This is an optimization exercise on Yosys and OpenROAD, whose aim is small area, a short achievable clock period and few clock cycles per item, not a production implementation.
In this exercise RTL edits were held to simulation tests only and were not proved equivalent to the original.

## flow/design.v (module list and top-level ports; edited modules follow where they fit)
// module sine_lut: 261 lines
// module tone_core: 2315 lines
// module fa_x: 10 lines
// module ha_x: 9 lines
module tone_core (
    input  wire        clk,
    input  wire        rst,
    input  wire        in_valid,
    output wire        in_ready,
    input  wire [1:0]  op,           
    input  wire [15:0] sample,
    input  wire [31:0] now,
    output reg         out_valid,
    output reg         emit_valid,
    output wire [11:0] emit12,
    output wire [7:0]  emitq,
    output reg         cand_valid,
    output reg  [10:0] cand,
    output reg         retuned,
    output wire [10:0] freq_o,
    output wire [11:0] wave12_o
);
  // ...
==> flow/flow/run.sh <==
#!/bin/bash
# The standard layout with two changes: plain buf_1 cells as the port buffers
# that the standard flow inserts at every input and output, and clock tree
# synthesis without dummy loads.
set -euo pipefail
bash standard.sh finish \
  "BUFFER_PORTS_ARGS=-buffer_cell sky130_fd_sc_hd__buf_1" \
  "CTS_ARGS=-sink_clustering_enable -repair_clock_nets -dont_use_dummy_load" \
  > orfs_make.log 2>&1
==> flow/standard.sh <==
#!/bin/bash
# synth_recipe.tcl (not shown) runs the flow's synth.tcl, then flattens the netlist and writes it again
# the make line also repeats each setting of config.mk as NAME=value (left out here)
make -C /OpenROAD-flow-scripts/flow DESIGN_CONFIG=/design/flow/config.mk WORK_HOME=/design/flow/orfs CLKGATE_MAP_FILE= SYNTH_SCRIPT=/design/flow/synth_recipe.tcl "${@:-finish}"
==> flow/config.mk <==
export PLATFORM = sky130hd
export DESIGN_NAME = tone_core
export DESIGN_NICKNAME = tone_core
export VERILOG_FILES = /design/flow/design.v
export SDC_FILE = /design/flow/constraint.sdc
export NUM_CORES = 4
export LEC_CHECK = 0
export CAP_MARGIN = 20
export CORE_MARGIN = 2
export CORE_UTILIZATION = 55
export SLEW_MARGIN = 20
export SYNTH_HIERARCHICAL = 1
export SYNTH_MEMORY_MAX_BITS = 16384
==> flow/constraint.sdc <==
create_clock -name core_clock -period 45.0 [get_ports {clk}]
set_input_delay 9.0000 -clock core_clock [delete_from_list [all_inputs] [get_ports {clk}]]
set_output_delay 9.0000 -clock core_clock [all_outputs]
set_load 0.01 [all_outputs]
==> out/metrics.csv, run 1 <==
metric,value,unit
status,no timing/DRC/antenna violations,
Non-clock buffering overhead,2.379,%
Starting DRT DRC Count,1534,
Critical Path Fanout Max,71,
number of global-route vias before repair,20590,
Final Non-Filler Cells,3549,
fraction of area in multi-input gates,63.06,%
number of post-CTS setup repair buffers,0,
RePlAce Congestion,0.9268,
Yosys warning count,8,
CLK BUF,38,
max_cap viols,0,
HPWL Detailed,47840,um
Yosys top cell by area,ha_1,
mux contribution to synthesized area,4.041,%
most frequent cells in the layout,"ha_1, nor2_1, dfxtp_1",
Worst EP required,45.42,ns
hold wc startpoint,cand2[1]$_DFF_P_,
H-tree depth,2,
Synth top area share,21.27,%
Seq/total area,25.97,%
post-CTS sizing,0,
critical-path cell list,clkbuf_4 > buf_4 > nand4bb_1 > o311ai_1,
row cnt,82,
Post-synth EDFFs,105,
critical path data arrival time,10.68,ns
Die H,228.0,um
Synth Area in XOR/XNOR,3.610,%
Cells after Synth,2838,
CTS Buf Count,38,
largest net degree at the start of global routing,76,
Testbench counts, summed over its fixed seeds: cycles 24,336, items 24,000.
==> inputs of run 2 (changes only) <==
--- a/flow/design.v
+++ b/flow/design.v
@@ -276,33 +276,33 @@
     output reg         retuned,
     output wire [10:0] freq_o,
     output wire [11:0] wave12_o
 );
     reg        rdy;           
     reg        rdy_o;         
     reg        v0;
     reg [1:0]  op0;
-    reg [11:0] s0;            
+    reg [15:0] s0;
     reg [31:0] n0;
     assign in_ready = rdy_o;
     always @(posedge clk) begin
         if (rst) v0 <= 1'b0;
         else if (rdy) v0 <= in_valid;
         if (rdy) begin
             op0 <= op;
-            s0  <= sample[11:0] | {12{|sample[15:12]}};
+            s0  <= sample;
             n0  <= now;
         end
     end
     reg [31:0] last_ts;
     reg [10:0] freq;
     reg [31:0] upd_ts;
     wire go = v0 & rdy;       
-    wire [11:0] s12 = s0;
+    wire [11:0] s12 = s0[11:0] | {12{|s0[15:12]}};
     wire mc_t1, mc_t2;
     ha_x u_mc_t1 (.a(~s12[7]), .b(s12[4]), .s(mc_t1), .co(mc_t2));
     wire mc_t3, mc_t4;
     ha_x u_mc_t3 (.a(~s12[8]), .b(s12[5]), .s(mc_t3), .co(mc_t4));
     wire mc_t5, mc_t6;
     ha_x u_mc_t5 (.a(~s12[9]), .b(s12[6]), .s(mc_t5), .co(mc_t6));
     wire mc_t7, mc_t8;
     ha_x u_mc_t7 (.a(~s12[10]), .b(s12[7]), .s(mc_t7), .co(mc_t8));
@@ -1535,36 +1535,41 @@
     wire pm_hi_s11 = pm_hi_p11 ^ pm_hi_G24;
     wire pm_hi_s12 = pm_hi_p12 ^ pm_hi_G16;
     wire pm_hi_s13 = pm_hi_p13 ^ pm_hi_G25;
     wire pm_hi_s14 = pm_hi_p14 ^ pm_hi_G19;
     wire pm_hi_s15 = pm_hi_p15 ^ pm_hi_G26;
     wire pm_hi_s16 = 1'b0 ^ pm_hi_G15;
     wire [16:0] pm_hi = {pm_hi_s16, pm_hi_s15, pm_hi_s14, pm_hi_s13, pm_hi_s12, pm_hi_s11, pm_hi_s10, pm_hi_s9, pm_hi_s8, pm_hi_s7, pm_hi_s6, pm_hi_s5, pm_hi_s4, pm_hi_s3, pm_hi_s2, pm_hi_s1, 1'b0};
     wire [21:0] pm = {pm_hi[16], pm_hi[15], pm_hi[14], pm_hi[13], pm_hi[12], pm_hi[11], pm_hi[10], pm_hi[9], pm_hi[8], pm_hi[7], pm_hi[6], pm_hi[5], pm_hi[4], pm_hi[3], pm_hi[2], pm_hi[1], pm_lo[5], pm_lo[4], pm_lo[3], pm_lo[2], pm_lo[1], pm_lo[0]};
+    reg        rst_r;
+    always @(posedge clk) rst_r <= rst;
     reg        v1, ev1, cv1, ret1;
     reg [10:0] cand1;
     reg [21:0] p1;
     reg        u_ph1, u_acc1, v_ph1, psh1, wph1, wacc1, last1;
     always @(posedge clk) begin
-        if (rst) begin
+        if (rst_r) begin
             last_ts <= 32'd0;
             freq    <= 11'd0;
             upd_ts  <= 32'd0;
-            nxt     <= 2'd0;
-            rdy     <= 1'b1;
-            rdy_o   <= 1'b1;
-            v1      <= 1'b0;
-            wph1    <= 1'b0;
         end else begin
             if (adv) last_ts <= n0;
             if (ret) begin
                 freq   <= map_cand;
                 upd_ts <= n0;
             end
+        end
+        if (rst) begin
+            nxt     <= 2'd0;
+            rdy     <= 1'b1;
+            rdy_o   <= 1'b1;
+            v1      <= 1'b0;
+            wph1    <= 1'b0;
+        end else begin
             nxt <= nxt_n;
             rdy <= nxt_n == 2'd0;
             rdy_o <= (nxt == 2'd1) | ((nxt == 2'd0) & ~(v0 & op0[1] & ~dt[31] & (top | mid)));
             if (rdy) v1 <= v0;
             wph1 <= wph;
         end
         if (rdy) begin
             ev1   <= op0[1];
@@ -2081,23 +2086,20 @@
     wire fv_s14 = fv_p14 ^ fv_G19;
     wire fv_s15 = fv_p15 ^ fv_G26;
     wire fv_s16 = fv_p16 ^ fv_G15;
     wire [16:0] fv = {fv_s16, fv_s15, fv_s14, fv_s13, fv_s12, fv_s11, fv_s10, fv_s9, fv_s8, fv_s7, fv_s6, fv_s5, fv_s4, fv_s3, fv_s2, fv_s1, fv_p0};
     wire [22:0] red = {fv, xs[5:0]};
     reg        v2, ev2, cv2, ret2;
     reg [10:0] cand2;
     always @(posedge clk) begin
-        if (rst) begin
-            phase <= 23'd0;
-            v2    <= 1'b0;
-        end else begin
-            if (wph1) phase <= red;
-            v2 <= last1 & v1;
-        end
+        if (rst_r)     phase <= 23'd0;
+        else if (wph1) phase <= red;
+        if (rst) v2 <= 1'b0;
+        else     v2 <= last1 & v1;
         if (wacc1) acc <= red;
         ev2   <= ev1;
         cv2   <= cv1;
         ret2  <= ret1;
         cand2 <= cand1;
     end
     wire fw_t1, fw_t2;
     ha_x u_fw_t1 (.a(phase[6]), .b(~phase[20]), .s(fw_t1), .co(fw_t2));
@@ -2477,97 +2479,152 @@
     wire qq_s7 = pr[17] ^ qq_G13;
     wire qq_s8 = pr[18] ^ qq_G8;
     wire qq_s9 = pr[19] ^ qq_G14;
     wire qq_s10 = pr[20] ^ qq_G10;
     wire [10:0] qq = {qq_s10, qq_s9, qq_s8, qq_s7, qq_s6, qq_s5, qq_s4, qq_s3, qq_s2, qq_s1, qq_p0};
     reg        v3, ev3, cv3, ret3;
     reg [10:0] cand3;
     reg [10:0] q3;
+    reg        k1, k2;        
     always @(posedge clk) begin
         if (rst) v3 <= 1'b0;
         else     v3 <= v2;
         ev3   <= ev2;
         cv3   <= cv2;
         ret3  <= ret2;
         cand3 <= cand2;
         q3    <= qq;
+        k1    <= qq >= 11'd500;
+        k2    <= qq >= 11'd1000;
     end
-    wire        k1   = q3 >= 11'd500;
-    wire        k2   = q3 >= 11'd1000;
     wire        neg3 = k1 & ~k2;
     wire [8:0]  hc   = k2 ? 9'd24 : k1 ? 9'd12 : 9'd0;
     wire [8:0] h3_r0 = {q3[8], q3[7], q3[6], q3[5], q3[4], q3[3], q3[2], q3[1], q3[0]};
     wire [8:0] h3_r1 = {hc[8], hc[7], hc[6], hc[5], hc[4], hc[3], hc[2], hc[1], hc[0]};
-    wire h3_s0, h3_c0;
-    ha_x u_h3_s0 (.a(q3[0]), .b(hc[0]), .s(h3_s0), .co(h3_c0));
-    wire h3_s1, h3_c1;
-    fa_x u_h3_s1 (.a(q3[1]), .b(hc[1]), .c(h3_c0), .s(h3_s1), .co(h3_c1));
-    wire h3_s2, h3_c2;
-    fa_x u_h3_s2 (.a(q3[2]), .b(hc[2]), .c(h3_c1), .s(h3_s2), .co(h3_c2));
-    wire h3_s3, h3_c3;
-    fa_x u_h3_s3 (.a(q3[3]), .b(hc[3]), .c(h3_c2), .s(h3_s3), .co(h3_c3));
-    wire h3_s4, h3_c4;
-    fa_x u_h3_s4 (.a(q3[4]), .b(hc[4]), .c(h3_c3), .s(h3_s4), .co(h3_c4));
-    wire h3_s5, h3_c5;
-    fa_x u_h3_s5 (.a(q3[5]), .b(hc[5]), .c(h3_c4), .s(h3_s5), .co(h3_c5));
-    wire h3_s6, h3_c6;
-    fa_x u_h3_s6 (.a(q3[6]), .b(hc[6]), .c(h3_c5), .s(h3_s6), .co(h3_c6));
-    wire h3_s7, h3_c7;
-    fa_x u_h3_s7 (.a(q3[7]), .b(hc[7]), .c(h3_c6), .s(h3_s7), .co(h3_c7));
-    wire h3_s8, h3_c8;
-    fa_x u_h3_s8 (.a(q3[8]), .b(hc[8]), .c(h3_c7), .s(h3_s8), .co(h3_c8));
-    wire [8:0] h3 = {h3_s8, h3_s7, h3_s6, h3_s5, h3_s4, h3_s3, h3_s2, h3_s1, h3_s0};
+    wire h3_p0, h3_g0;
+    ha_x u_h3_p0 (.a(q3[0]), .b(hc[0]), .s(h3_p0), .co(h3_g0));
+    wire h3_p1, h3_g1;
+    ha_x u_h3_p1 (.a(q3[1]), .b(hc[1]), .s(h3_p1), .co(h3_g1));
+    wire h3_p2, h3_g2;
+    ha_x u_h3_p2 (.a(q3[2]), .b(hc[2]), .s(h3_p2), .co(h3_g2));
+    wire h3_p3, h3_g3;
+    ha_x u_h3_p3 (.a(q3[3]), .b(hc[3]), .s(h3_p3), .co(h3_g3));
+    wire h3_p4, h3_g4;
+    ha_x u_h3_p4 (.a(q3[4]), .b(hc[4]), .s(h3_p4), .co(h3_g4));
+    wire h3_p5, h3_g5;
+    ha_x u_h3_p5 (.a(q3[5]), .b(hc[5]), .s(h3_p5), .co(h3_g5));
+    wire h3_p6, h3_g6;
+    ha_x u_h3_p6 (.a(q3[6]), .b(hc[6]), .s(h3_p6), .co(h3_g6));
+    wire h3_p7, h3_g7;
+    ha_x u_h3_p7 (.a(q3[7]), .b(hc[7]), .s(h3_p7), .co(h3_g7));
+    wire h3_p8, h3_g8;
+    ha_x u_h3_p8 (.a(q3[8]), .b(hc[8]), .s(h3_p8), .co(h3_g8));
+    wire h3_G1 = h3_g1 | (h3_p1 & h3_g0);
+    wire h3_P1 = h3_p1 & h3_p0;
+    wire h3_G2 = h3_g3 | (h3_p3 & h3_g2);
+    wire h3_P2 = h3_p3 & h3_p2;
+    wire h3_G3 = h3_g5 | (h3_p5 & h3_g4);
+    wire h3_P3 = h3_p5 & h3_p4;
+    wire h3_G4 = h3_g7 | (h3_p7 & h3_g6);
+    wire h3_P4 = h3_p7 & h3_p6;
+    wire h3_G5 = h3_G2 | (h3_P2 & h3_G1);
+    wire h3_P5 = h3_P2 & h3_P1;
+    wire h3_G6 = h3_G4 | (h3_P4 & h3_G3);
+    wire h3_P6 = h3_P4 & h3_P3;
+    wire h3_G7 = h3_G6 | (h3_P6 & h3_G5);
+    wire h3_P7 = h3_P6 & h3_P5;
+    wire h3_G8 = h3_G3 | (h3_P3 & h3_G5);
+    wire h3_P8 = h3_P3 & h3_P5;
+    wire h3_G9 = h3_g2 | (h3_p2 & h3_G1);
+    wire h3_P9 = h3_p2 & h3_P1;
+    wire h3_G10 = h3_g4 | (h3_p4 & h3_G5);
+    wire h3_P10 = h3_p4 & h3_P5;
+    wire h3_G11 = h3_g6 | (h3_p6 & h3_G8);
+    wire h3_P11 = h3_p6 & h3_P8;
+    wire h3_G12 = h3_g8 | (h3_p8 & h3_G7);
+    wire h3_P12 = h3_p8 & h3_P7;
+    wire h3_s1 = h3_p1 ^ h3_g0;
+    wire h3_s2 = h3_p2 ^ h3_G1;
+    wire h3_s3 = h3_p3 ^ h3_G9;
+    wire h3_s4 = h3_p4 ^ h3_G5;
+    wire h3_s5 = h3_p5 ^ h3_G10;
+    wire h3_s6 = h3_p6 ^ h3_G8;
+    wire h3_s7 = h3_p7 ^ h3_G11;
+    wire h3_s8 = h3_p8 ^ h3_G7;
+    wire [8:0] h3 = {h3_s8, h3_s7, h3_s6, h3_s5, h3_s4, h3_s3, h3_s2, h3_s1, h3_p0};
     wire        gg   = h3 > 9'd250;
     wire [8:0]  hx   = h3 ^ {9{gg}};
     wire li_t1, li_t2;
     ha_x u_li_t1 (.a(hx[4]), .b(~gg), .s(li_t1), .co(li_t2));
     wire li_t3, li_t4;
     assign li_t3 = hx[5] ^ 1'b1;
     assign li_t4 = hx[5] & 1'b1;
     wire li_t5, li_t6;
     assign li_t5 = hx[6] ^ 1'b1;
     assign li_t6 = hx[6] & 1'b1;
     wire li_t7, li_t8;
     assign li_t7 = hx[7] ^ 1'b1;
     assign li_t8 = hx[7] & 1'b1;
     wire [7:0] li_r0 = {li_t6, li_t4, li_t2, 1'b1, hx[3], hx[2], hx[1], hx[0]};
     wire [7:0] li_r1 = {li_t7, li_t5, li_t3, li_t1, 1'b0, gg, 1'b0, gg};
-    wire li_s0, li_c0;
-    ha_x u_li_s0 (.a(hx[0]), .b(gg), .s(li_s0), .co(li_c0));
-    wire li_s1, li_c1;
-    ha_x u_li_s1 (.a(hx[1]), .b(li_c0), .s(li_s1), .co(li_c1));
-    wire li_s2, li_c2;
-    fa_x u_li_s2 (.a(hx[2]), .b(gg), .c(li_c1), .s(li_s2), .co(li_c2));
-    wire li_s3, li_c3;
-    ha_x u_li_s3 (.a(hx[3]), .b(li_c2), .s(li_s3), .co(li_c3));
-    wire li_s4, li_c4;
-    assign li_s4 = 1'b1 ^ li_t1 ^ li_c3;
-    assign li_c4 = (1'b1 & li_t1) | (1'b1 & li_c3) | (li_t1 & li_c3);
-    wire li_s5, li_c5;
-    fa_x u_li_s5 (.a(li_t2), .b(li_t3), .c(li_c4), .s(li_s5), .co(li_c5));
-    wire li_s6, li_c6;
-    fa_x u_li_s6 (.a(li_t4), .b(li_t5), .c(li_c5), .s(li_s6), .co(li_c6));
-    wire li_s7, li_c7;
-    fa_x u_li_s7 (.a(li_t6), .b(li_t7), .c(li_c6), .s(li_s7), .co(li_c7));
-    wire [7:0] li = {li_s7, li_s6, li_s5, li_s4, li_s3, li_s2, li_s1, li_s0};
+    wire li_p0, li_g0;
+    ha_x u_li_p0 (.a(hx[0]), .b(gg), .s(li_p0), .co(li_g0));
+    wire li_p2, li_g2;
+    ha_x u_li_p2 (.a(hx[2]), .b(gg), .s(li_p2), .co(li_g2));
+    wire li_p4, li_g4;
+    assign li_p4 = 1'b1 ^ li_t1;
+    assign li_g4 = 1'b1 & li_t1;
+    wire li_p5, li_g5;
+    ha_x u_li_p5 (.a(li_t2), .b(li_t3), .s(li_p5), .co(li_g5));
+    wire li_p6, li_g6;
+    ha_x u_li_p6 (.a(li_t4), .b(li_t5), .s(li_p6), .co(li_g6));
+    wire li_p7, li_g7;
+    ha_x u_li_p7 (.a(li_t6), .b(li_t7), .s(li_p7), .co(li_g7));
+    wire li_G1 = 1'b0 | (hx[1] & li_g0);
+    wire li_P1 = hx[1] & li_p0;
+    wire li_G2 = 1'b0 | (hx[3] & li_g2);
+    wire li_P2 = hx[3] & li_p2;
+    wire li_G3 = li_g5 | (li_p5 & li_g4);
+    wire li_P3 = li_p5 & li_p4;
+    wire li_G4 = li_g7 | (li_p7 & li_g6);
+    wire li_P4 = li_p7 & li_p6;
+    wire li_G5 = li_G2 | (li_P2 & li_G1);
+    wire li_P5 = li_P2 & li_P1;
+    wire li_G6 = li_G4 | (li_P4 & li_G3);
+    wire li_P6 = li_P4 & li_P3;
+    wire li_G7 = li_G6 | (li_P6 & li_G5);
+    wire li_P7 = li_P6 & li_P5;
+    wire li_G8 = li_G3 | (li_P3 & li_G5);
+    wire li_P8 = li_P3 & li_P5;
+    wire li_G9 = li_g2 | (li_p2 & li_G1);
+    wire li_P9 = li_p2 & li_P1;
+    wire li_G10 = li_g4 | (li_p4 & li_G5);
+    wire li_P10 = li_p4 & li_P5;
+    wire li_G11 = li_g6 | (li_p6 & li_G8);
+    wire li_P11 = li_p6 & li_P8;
+    wire li_s1 = hx[1] ^ li_g0;
+    wire li_s2 = li_p2 ^ li_G1;
+    wire li_s3 = hx[3] ^ li_G9;
+    wire li_s4 = li_p4 ^ li_G5;
+    wire li_s5 = li_p5 ^ li_G10;
+    wire li_s6 = li_p6 ^ li_G8;
+    wire li_s7 = li_p7 ^ li_G11;
+    wire [7:0] li = {li_s7, li_s6, li_s5, li_s4, li_s3, li_s2, li_s1, li_p0};
     wire [10:0] tv;
     sine_lut u_lut (.idx(li), .val(tv));
     wire [10:0] tn = neg3 ? (~tv + 11'd1) : tv;
     wire [11:0] w  = {~neg3 | (tv == 11'd0), tn};
     reg [10:0] freq_r;
     reg [11:0] wave_r;
     always @(posedge clk) begin
-        if (rst) begin
-            out_valid <= 1'b0;
-            freq_r    <= 11'd0;
-        end else begin
-            out_valid <= v3;
-            if (v3 & ret3) freq_r <= cand3;
-        end
+        if (rst) out_valid <= 1'b0;
+        else     out_valid <= v3;
+        if (rst_r)           freq_r <= 11'd0;
+        else if (v3 & ret3)  freq_r <= cand3;
         emit_valid <= ev3;
         cand_valid <= cv3;
         retuned    <= ret3;
         cand       <= cand3;
         wave_r     <= w;
     end
     assign emit12   = wave_r;
     assign emitq    = wave_r[11:4];
==> flow/flow/run.sh (replaced) <==
#!/bin/bash
# The standard layout with two changes: plain buf_1 cells as the port buffers
# that the standard flow inserts at every input and output, and clock tree
# synthesis with clkbuf_8 buffers and without dummy loads.
set -euo pipefail
bash standard.sh finish \
  "BUFFER_PORTS_ARGS=-buffer_cell sky130_fd_sc_hd__buf_1" \
  "CTS_ARGS=-sink_clustering_enable -repair_clock_nets -dont_use_dummy_load -buf_list sky130_fd_sc_hd__clkbuf_8" \
  > orfs_make.log 2>&1
==> run 2 against run 1 <==
Effect of this change: via count up 2.9%; sequential cell count rose by 5; cell count grew 2.6%; non-clock buffer count shrank 3; largest cell class unchanged; fmax up 1.0%; register-to-register slack gained 1.3 ns; utilization hardly changed; design area up 0.67%.
==> out/metrics.csv, run 2 <==
metric,value,unit,change
n_diodes,0,,unchanged
worst min path class,flop to flop,,unchanged
Final Non-Filler Cells,3641,,"was 3,549"
FILL cells,4461,,"was 4,322"
Synth Area in Adders,32.95,%,was 33.46%
top post-synthesis cells by area,"ha_1, dfxtp_1, edfxtp_1",,"was ha_1, dfxtp_1, fa_1"
CTS tree,built,,unchanged
most frequent cells in the layout,"ha_1, nor2_1, dfxtp_1",,unchanged
H-tree depth,2,,unchanged
max_cap viols,0,,unchanged
biggest regs,"last_ts: 32 flops, n0: 32 flops, upd_ts: 32 flops",,unchanged
Yosys warning count,8,,unchanged
Yosys reg bits,333,,was 328
Post-synth EDFFs,109,,was 105
Post-Syn Area,27930,um2,"was 27,590 um2"
CP peak stage delay,0.37,ns,was 0.73 ns
mux contribution to synthesized area,4.036,%,was 4.041%
FMAX,98.50,MHz,was 97.48 MHz
Placed Cells,3584,,"was 3,511"
Total GRT Usage,25.08,%,was 24.59%
"most common cell after layout, fill and taps aside",ha_1,,unchanged
critical-path cell list,buf_1,,was clkbuf_4 > buf_4 > nand4bb_1 > o311ai_1
largest net degree at the start of global routing,71,,was 76
row cnt,82,,unchanged
max-slew violations,0,,unchanged
total gr overflow,0,,unchanged
total vias in the final route,20720,,was 20.13k
Clock Skew,0.05957,ns,was 0.05962 ns
num ports,112,,unchanged
status,no timing/DRC/antenna violations,,unchanged
Worst-Skew Late Latency,0.64,ns,was 0.57 ns
Post-Syn Area per Cell,9.589,um2,was 9.720 um2
largest family of logic cells by synthesized area,adder cells,,unchanged
1st-pass router iterations,6,,was 5
Final Hold Viols,0,,unchanged
I/O Buffers,111,,unchanged
share of cells above drive strength 1,5.221,%,was 4.692%
HPWL Detailed,49640,um,"was 47,840 um"
"Top FF cell, synth",dfxtp_1,,unchanged
post-synthesis sequential area ratio,27.77,%,was 27.61%
min Tclk post-route,10.15,ns,was 10.26 ns
number of post-CTS setup repair buffers,0,,unchanged
Die Footprint,52610,um2,"was 51,960 um2"
Final Net Count,3666,,"was 3,569"
antenna violations before repair,0,,unchanged
most frequent cells after synthesis,"ha_1, nor2_1, dfxtp_1",,unchanged
Final period util,22.56,%,was 22.80%
Worst setup SP type,flop,,was input port
drt via density,5.690,,was 5.673
unrepaired setup endpoints after global routing,no,,unchanged
global-route wire length before repair,107700,um,"was 105,000 um"
Die H,229.4,um,was 228.0 um
post-synthesis compound-gate area fraction,12.49,%,was 12.75%
Sink Count,333,,was 328
wire length per cell,17.71,um,was 17.63 um
Synth Area in Simple Gates,13.52,%,was 13.00%
Synth Area in XOR/XNOR,3.583,%,was 3.610%
DR DRC count,0,,unchanged
critical path data arrival time,1.15,ns,was 10.68 ns
Worst EP required,36.00,ns,was 45.42 ns
clock-pin transition on the worst setup and hold timing paths,0.06,ns,about the same
final setup vio count,0,,unchanged
synth unique cells,90,,was 92
Starting DRT DRC Count,1272,,"was 1,534"
buffers and inverters on the worst path,1,,was 2
CTS Buf Count,57,,was 38
clk buf depth,3,,unchanged
Synth top area share,21.77,%,was 21.27%
"Slowest-stage cell, CP",dfxtp_1,,was buf_4
Area Overhead vs Synth,5.756,%,was 6.382%
Cells after Synth,2913,,"was 2,838"
number of global-route vias before repair,21090,,was 20.59k
Clock Root Buffer,clkbuf_8,,was clkbuf_16
slew margin rel.,27.60,%,was 29.12%
# hold bufs at CTS,0,,unchanged
CP Class,flop to output pin,,was input port to flop
Yosys top cell by area,ha_1,,unchanged
post-CTS sizing,0,,unchanged
"count leader, synth",ha_1,,unchanged
Die W,229.4,um,was 228.0 um
CP Capture Type,output pin,,was flop
Setup TNS,0,ns,unchanged
DRT antenna net count,0,,unchanged
asr flop ratio synth,0,%,unchanged
Core ar.,50170,um2,"was 49,860 um2"
largest delay contributor family on the critical path,flip-flops,,was buffers and inverters
Worst Max-Slew Pin Slew,1.086,ns,was 1.063 ns
RePlAce Congestion,0.9159,,was 0.9268
Critical Path Fanout Max,3,,was 71
Starting Density,55.68,%,was 55.32%
DRT Wirelength,64470,um,"was 62,580 um"
-- run 2: cell count changes after synthesis, sizes merged, moves of 12 or more --
| cell | change |
|---|---|
| nand2 | +24 |
| a21oi | +23 |
| a21o | -22 |
| ha | +17 |
| inv | +17 |
| fa | -12 |
-- run 2: Yosys stat by module (local to each module, per instance) --
module	cells inside	times used	cell area, um2	flip-flops and latches
sine_lut	493	1	2999	0
ha_x	1	354	12.51	0
fa_x	1	156	20.02	0
tone_core	1910	1	17380	333
-- run 2: final cells by class --
| class | count | area (um2) | area share [%] |
|---|---|---|---|
| inverters | 211 | 793.3 | 2.685 |
| flip-flops and latches | 333 | 7765 | 26.29 |
| repair buffers | 145 | 671.9 | 2.274 |
| well taps | 672 | 840.8 | 2.846 |
| clock buffers | 57 | 784.5 | 2.656 |
| multi-input cells | 2223 | 18690 | 63.25 |
-- run 2: cell families (layout without fill, tap and decap cells) --
group | after synthesis | count (layout)
AO/OA/AOI/OAI | 533 | 533
adder cells (fa/ha/maj) | 642 | 642
AND/OR/NAND/NOR | 824 | 824
buffers and inverters | 362 | 413
other | 1 | 6
flip-flops | 333 | 333
XOR/XNOR | 111 | 111
multiplexers | 107 | 107
-- run 2: worst paths after layout --
path / from / endpoint / slack [ns] / cells after the start
min: cand2[10]$_DFF_P_ / cand3[10]$_DFF_P_ / 0.31 / 0
max reg2reg: phase[21]$_SDFFE_PP0P_ / k1$_DFF_P_ / 36.09 / 40
max: wave_r[7]$_DFF_P_ / emitq[3] / 34.85 / 1
min reg2reg: cand2[10]$_DFF_P_ / cand3[10]$_DFF_P_ / 0.31 / 0
-- run 2: layer usage --
layer | GRT usage (%) | part of all wire (%)
met1 | 34.17 | 46
met3 | 3.175 | 4.5
met5 | 0 | 0
met2 | 41.34 | 47
met4 | 8.421 | 2.9
-- run 2: per-stage QoR --
stage | cell area, um2 | utilization (%) | worst slack, ns | hold WS [ns]
final | 29540 | 58.88 | 34.85 | 0.3114
after global placement | 28740 | 57.28 | 35.40 | 0.3103
after CTS | 29530 | 58.86 | 34.80 | 0.3196
after floorplan | 27950 | - | 35.49 | 0.3096
after detailed placement | 28750 | 57.29 | 35.38 | 0.3121
after global routing | 29540 | 58.88 | 34.78 | 0.3275
Testbench counts of run 2, summed over its fixed seeds: cycles 24,336, items 24,000.
==> inputs of run 3 (changes only) <==
==> flow/flow/run.sh (replaced) <==
#!/bin/bash
# The standard layout with two changes: plain buf_1 cells as the port buffers
# that the standard flow inserts at every input and output, and clock tree
# synthesis without dummy loads.
set -euo pipefail
bash standard.sh finish \
  "BUFFER_PORTS_ARGS=-buffer_cell sky130_fd_sc_hd__buf_1" \
  "CTS_ARGS=-sink_clustering_enable -repair_clock_nets -dont_use_dummy_load" \
  > orfs_make.log 2>&1
==> run 3 against run 2 <==
Effect of this change: sequential cell count stayed put; sequential share of layout area is 0.17 points lower; cell count is 0.49% lower; design area is 0.65% higher; critical path depth stayed put.
==> out/metrics.csv, run 3 <==
metric,value,unit,change
Final Net Count,3648,,"was 3,666"
Setup Slack @ Placement,35.38,ns,unchanged
1st-pass router iterations,7,,was 6
Worst-Skew Late Latency,0.56,ns,was 0.64 ns
Synth top area share,21.77,%,unchanged
largest delay contributor family on the critical path,flip-flops,,unchanged
Yosys reg bits,333,,unchanged
number of post-CTS setup repair buffers,0,,unchanged
Core ar.,50170,um2,unchanged
top post-synthesis cells by area,"ha_1, dfxtp_1, edfxtp_1",,unchanged
unrepaired setup endpoints after global routing,no,,unchanged
Cells after Synth,2913,,unchanged
Post-Syn Area,27930,um2,unchanged
Total GRT Usage,25.03,%,was 25.08%
min Tclk post-route,10.08,ns,was 10.15 ns
largest net degree at the start of global routing,71,,unchanged
worst min path class,flop to flop,,unchanged
final setup vio count,0,,unchanged
Die W,229.4,um,unchanged
CP Capture Type,output pin,,unchanged
Starting DRT DRC Count,1330,,"was 1,272"
most frequent cells in the layout,"ha_1, nor2_1, dfxtp_1",,unchanged
wire length per cell,17.78,um,was 17.71 um
Die H,229.4,um,unchanged
CTS tree,built,,unchanged
final core utilization,59.26,%,was 58.88%
synth unique cells,90,,unchanged
Sink Count,333,,unchanged
biggest regs,"last_ts: 32 flops, n0: 32 flops, upd_ts: 32 flops",,unchanged
status,no timing/DRC/antenna violations,,unchanged
Synth Area in Simple Gates,13.52,%,unchanged
Final Hold Viols,0,,unchanged
Critical Path Fanout Max,3,,unchanged
slew margin rel.,26.13,%,was 27.60%
row cnt,82,,unchanged
CP Class,flop to output pin,,unchanged
Yosys top cell by area,ha_1,,unchanged
Worst Slack Setup Final,34.92,ns,was 34.85 ns
CP peak stage delay,0.36,ns,was 0.37 ns
share of cells above drive strength 1,4.642,%,was 5.221%
Worst setup SP type,flop,,unchanged
drt via density,5.722,,was 5.690
"most common cell after layout, fill and taps aside",ha_1,,unchanged
largest family of logic cells by synthesized area,adder cells,,unchanged
r2r worst-path depth,41,,was 40
DR DRC count,0,,unchanged
Worst EP required,36.00,ns,about the same
antenna violations before repair,0,,unchanged
FMAX,99.16,MHz,was 98.50 MHz
total vias in the final route,20730,,was 20.72k
max-slew violations,0,,unchanged
max_cap viols,0,,unchanged
mux contribution to synthesized area,4.036,%,unchanged
critical-path cell list,buf_1,,unchanged
post-CTS sizing,0,,unchanged
Synth Area in XOR/XNOR,3.583,%,unchanged
n_diodes,0,,unchanged
Setup TNS,0,ns,unchanged
HPWL Detailed,49640,um,unchanged
# hold bufs at CTS,0,,unchanged
num ports,112,,unchanged
clk buf depth,3,,unchanged
total gr overflow,0,,unchanged
post-synthesis compound-gate area fraction,12.49,%,unchanged
"count leader, synth",ha_1,,unchanged
DRT antenna net count,0,,unchanged
DRT Wirelength,64410,um,"was 64,470 um"
critical path data arrival time,1.08,ns,was 1.15 ns
final hold slack,0.2897,ns,was 0.3114 ns
buffers and inverters on the worst path,1,,unchanged
most frequent cells after synthesis,"ha_1, nor2_1, dfxtp_1",,unchanged
Die Footprint,52610,um2,unchanged
Final period util,22.41,%,was 22.56%
post-synthesis sequential area ratio,27.77,%,unchanged
RePlAce Congestion,0.9159,,unchanged
asr flop ratio synth,0,%,unchanged
Starting Density,55.68,%,unchanged
"Top FF cell, synth",dfxtp_1,,unchanged
Synth Area in Adders,32.95,%,unchanged
clock-pin transition on the worst setup and hold timing paths,0.06,ns,about the same
"Slowest-stage cell, CP",dfxtp_1,,unchanged
Area Overhead vs Synth,6.441,%,was 5.756%
CTS Buf Count,39,,was 57
global-route wire length before repair,107400,um,"was 107,700 um"
Worst Max-Slew Pin Slew,1.108,ns,was 1.086 ns
Post-synth EDFFs,109,,unchanged
hold path cells,0,,unchanged
Clock Root Buffer,clkbuf_16,,was clkbuf_8
H-tree depth,2,,unchanged
Yosys warning count,8,,unchanged
Clock Skew,0.05049,ns,was 0.05957 ns
number of global-route vias before repair,20880,,was 21.09k
Worst path depth,1,,unchanged
I/O Buffers,111,,unchanged
Post-Syn Area per Cell,9.589,um2,unchanged
## run 3: area by class of cell
type                       count  area [um2]
fill                        4427       20440
multi-input combinational   2223       18690
sequential                   333        7765
clock buffer                  39       975.9
tap                          672       840.8
inverter                     211       793.3
timing repair buffer         145       671.9
## run 3: cells by family after synthesis
logic type | after synthesis
DFF | 333
other | 1
adders and majority gates | 642
AOI/OAI and AO/OA | 533
xor gates and xnor gates | 111
muxes | 107
and+or+nand+nor | 824
buffers and inverters | 362
## run 3: through the flow
step / std cells / cell area (um2)
3_3_place_gp: 3584 / 28740
5_1_grt: 3623 / 29730
2_1_floorplan: 2918 / 27950
6_report: 3623 / 29730
4_1_cts: 3623 / 29720
3_5_place_dp: 3584 / 28750
## run 3: per-module statistics from Yosys (local to each module, per instance)
module,flops+latches,cells
ha_x,0,1
sine_lut,0,493
tone_core,333,1910
fa_x,0,1
## run 3: routing by layer
layer	wire [um]	global-route usage (%)	up-vias
met5	0	0	-
met4	1874	8.157	0
met3	2862	2.988	103
met2	30150	41.29	486
met1	29520	34.28	9939
li1	-	-	10200
## run 3: path summary, 6_finish.rpt
path	startpoint	end	slack, ns
hold / removal	ev3$_DFF_P_	emit_valid$_DFF_P_	0.29
hold reg to reg	ev3$_DFF_P_	emit_valid$_DFF_P_	0.29
setup / recovery	wave_r[7]$_DFF_P_	emitq[3]	34.92
setup reg to reg	phase[21]$_SDFFE_PP0P_	k1$_DFF_P_	36.10

afterwards: timing with drivers on the ports:
The results above use ideal ports. As a check the final layouts listed here were re-extracted and re-timed, cells and wires unchanged. Step 1 (the two cells are an assumption about what drives the block):
set clk [get_ports {clk}]
set_driving_cell -lib_cell sky130_fd_sc_hd__clkbuf_16 $clk
set_driving_cell -lib_cell sky130_fd_sc_hd__buf_2 [delete_from_list [all_inputs] $clk]
Step 2 also shifts input and output timing later by t, the mid clock arrival at the registers, as if the neighbouring blocks saw the same clock. Slacks: ideal ports / drivers / drivers and shift; pairs: ideal ports / drivers.
run | t, ns | setup WS [ns] | worst slew at a driven data input, ns | cell pins on the clock port's net
run 1 | 0.597 | 34.741 / 34.776 / 34.179 | 0.06 | 1
run 2 | 0.668 | 34.848 / 34.792 / 35.374 | 0.03 | 1
run 3 | 0.598 | 34.916 / 34.854 / 35.367 | 0.03 | 1
After both steps setup and hold are still met in every run listed. The setup slack of run 1, which loses most, moves by +0.035 ns with the drivers and by -0.562 ns with both steps.
